Source: an optimization exercise on an open RTL-to-GDS flow (aim: small area, a short achievable clock period and few clock cycles per item). Production flows keep margins and buffers that such runs may drop. At most, simulation tests tie the RTL to the original design; equivalence was not proved. Power is estimated from default activity; no workload was simulated.

## run A
Design gs_swizzle_agu, start of the top module:
module gs_swizzle_agu (
    input  wire        clk,
    input  wire        rst,
    input  wire        cmd_valid,
    output wire        cmd_ready,
    input  wire [1:0]  cmd_fmt,
    input  wire [13:0] cmd_dbp,
    input  wire [5:0]  cmd_dbw,
    input  wire [10:0] cmd_x0,
    input  wire [10:0] cmd_y0,
    input  wire [11:0] cmd_w,
    input  wire [11:0] cmd_h,
    output reg         out_valid,
    input  wire        out_ready,
    output wire [28:0] out_addr,
    output wire        out_last
);
For scale: ~690 cells after synthesis, roughly 120 flip-flops, ~100 I/O pins, ~6600 sq um of cells after synthesis.
clock: 6.0 ns
lec_check: 0
cap_margin: 20
core_margin: 2
core_utilization: 40
cts_buf_list: sky130_fd_sc_hd__clkbuf_8 sky130_fd_sc_hd__clkbuf_16
cts_cluster_size: 30
setup_slack_margin: 3.2
slew_margin: 20
standard.sh (not shown) runs the stock make flow with config.mk's settings and CLKGATE_MAP_FILE= SYNTH_SCRIPT=/design/flow/synth_recipe.tcl, a recipe that flattens the netlist after the stock synthesis.
==> flow/flow/run.sh <==
#!/bin/bash
export BUFFER_PORTS_ARGS="-buffer_cell sky130_fd_sc_hd__buf_1"
bash standard.sh > standard.log 2>&1
Testbench counts of run A, summed over its fixed seeds: cycles 223,093, items 220,800.
Input changes introduced in run B (baseline for comparison: run A):
Settings: CORE_UTILIZATION changed from 40 to 30; CTS_BUF_LIST changed from sky130_fd_sc_hd__clkbuf_8 sky130_fd_sc_hd__clkbuf_16 to sky130_fd_sc_hd__clkbuf_4 sky130_fd_sc_hd__clkbuf_8.
Notes after the runs:
Going from run A to run B, data arrival time at the worst-slack endpoint has increased, number of rows in the core area now larger, via density per instance down 0.37. Summary — setup slack, run B relative to run A: lower, by 33 ps. Comparing clock-pin slew of the registers on the worst-case setup and hold paths for run B and run A, the smaller number came from run A. The static leakage power was comparable across run B and run A. Run B has completed all stages; timing, DRC and antenna checks passed. Run A -> run B: number of global-route vias before repair decreased by a few percent.
> inputs changed (run B -> run C)
Settings: CORE_UTILIZATION now 40, was 30; SETUP_SLACK_MARGIN now 3.3, was 3.2.
--- outcome ---
- For the count of clock-buffer cells in the layout, run C came in 2 lower than run B did.
- Compared with run B, in run C buffering overhead comparable, time the final worst path needs with I/O delays and setup went down 32 ps, layout-stage area growth over the synthesis result went down.
Input changes introduced in run D (baseline for comparison: run C):
Settings: swapping 3.3 for 3.2 in SETUP_SLACK_MARGIN; swapping 40 for 50 in CORE_UTILIZATION.
- Going from run C to run D, share of the cycle needed by the critical path after routing increased by 0.91 points relative to the old numbers; register-to-register slack picked up an extra 100 ps.
- From run C to run D the numbers moved as follows: overall global routing resource usage saw an increase, overall power went down 0.89%, total instance count after detailed placement went down by about 4.5%.
- Number of hold violations in the final report: run C vs run D identical
- Run D — area of the core about 20% lower, run C as reference
- Remaining antenna violation count came out exactly the same in run D and run C.
- Of run D and run C, it is run D that has the lower met1 wire length.
- Run C has higher portion of total power attributed to combinational logic than run D.


Another version of the RTL of gs_swizzle_agu (not shown whole).
Size in the first run: about 690 cells after synthesis, about 120 flip-flops.
export LEC_CHECK = 0
export CAP_MARGIN = 20
export CORE_MARGIN = 2
export CORE_UTILIZATION = 40
export CTS_BUF_LIST = sky130_fd_sc_hd__clkbuf_4 sky130_fd_sc_hd__clkbuf_8
export CTS_CLUSTER_SIZE = 30
export SETUP_SLACK_MARGIN = 3.2
export SLEW_MARGIN = 20
create_clock -name core_clock -period 6.0 [get_ports {clk}]
Scripts as last shown in full above: flow/flow/run.sh
The starting point completed without violations.
Next try:
- SETUP_SLACK_MARGIN: 3.2 -> 3.4
The changed run produced a clean layout.
Routed wire length went up by 3.6%.
Hold slack improved by 8.0 ps.
Clock-buffer cell count stays the same.
Maximum frequency stays flat.
Non-clock buffer count went up by 15.
No functional check of the RTL was part of any run of this note.


Another version of the RTL of gs_swizzle_agu (not shown whole).
Size: roughly 100 flip-flops, about 100 I/O pins, about 0.0067 mm^2 of cells after synthesis.
clock: 6.0 ns
lec_check: 0
cap_margin: 20
core_margin: 2
core_utilization: 40
setup_slack_margin: 2.5
slew_margin: 20
run.sh (not shown) runs the stock make flow with config.mk's settings and CLKGATE_MAP_FILE= SYNTH_SCRIPT=/design/flow/synth_recipe.tcl, a recipe that flattens the netlist after the stock synthesis.
Stock flow here: none of the scripts above is used.
Testbench counts at the start, summed over its fixed seeds: cycles 223,093, items 220,800.
Then changed:
--- a/flow/config.mk
+++ b/flow/config.mk
@@ -9,4 +9,4 @@
 export CORE_MARGIN = 2
 export CORE_UTILIZATION = 40
-export SETUP_SLACK_MARGIN = 2.5
+export SETUP_SLACK_MARGIN = 3.5
 export SLEW_MARGIN = 20
What happened: Final cell count rose by 3.2%; maximum frequency rose by 1.7%; via count rose by 4.5%; core utilization rose by 4.8 points; sequential share of layout area fell by 2.8 points; synthesized cell count is unchanged; non-clock buffer count rose by 30.
Then changed:
--- a/flow/config.mk
+++ b/flow/config.mk
@@ -9,4 +9,3 @@
 export CORE_MARGIN = 2
 export CORE_UTILIZATION = 40
-export SETUP_SLACK_MARGIN = 3.5
 export SLEW_MARGIN = 20
After rerunning: Core utilization fell by 8.2 points. Cell count falls by a few percent. Clock skew stays flat. Design area decreases by about a fifth.

## port drivers added, routing unchanged
The results above use ideal ports. As a check the final layouts listed here were re-extracted and re-timed, cells and wires unchanged. Step 1 assumes that a clkbuf_16 drives the clock port and a buf_2 every other input. Step 2, shift: input delay + t, output delay - t, t = (earliest + latest rising clock arrival at the registers) / 2. This alone moves slack from input paths to output paths. Slacks: ideal ports / drivers / drivers and shift; pairs: ideal ports / drivers.
run | shift t [ns] | slack for setup (ns) | cell pins on the clock port's net
run A | 0.456 | 3.202 / 3.161 / 2.919 | 1
run B | 0.486 | 3.169 / 3.130 / 2.968 | 1
run C | 0.472 | 3.201 / 3.163 / 2.947 | 1
run D | 0.485 | 3.146 / 3.107 / 2.820 | 1
the first run of note 2 | 0.462 | 3.236 / 3.199 / 3.189 | 1
the second run of note 2 | 0.464 | 3.241 / 3.203 / 3.190 | 1
the first run of note 3 | 0.398 | 2.211 / 2.211 / 2.211 | 1
the second run of note 3 | 0.401 | 2.275 / 2.275 / 2.275 | 1
the third run of note 3 | 0.401 | 1.354 / 1.354 / 1.354 | 1
After both steps setup and hold are still met in every run listed. The setup slack of run D, which loses most, moves by -0.039 ns with the drivers and by -0.326 ns with both steps.
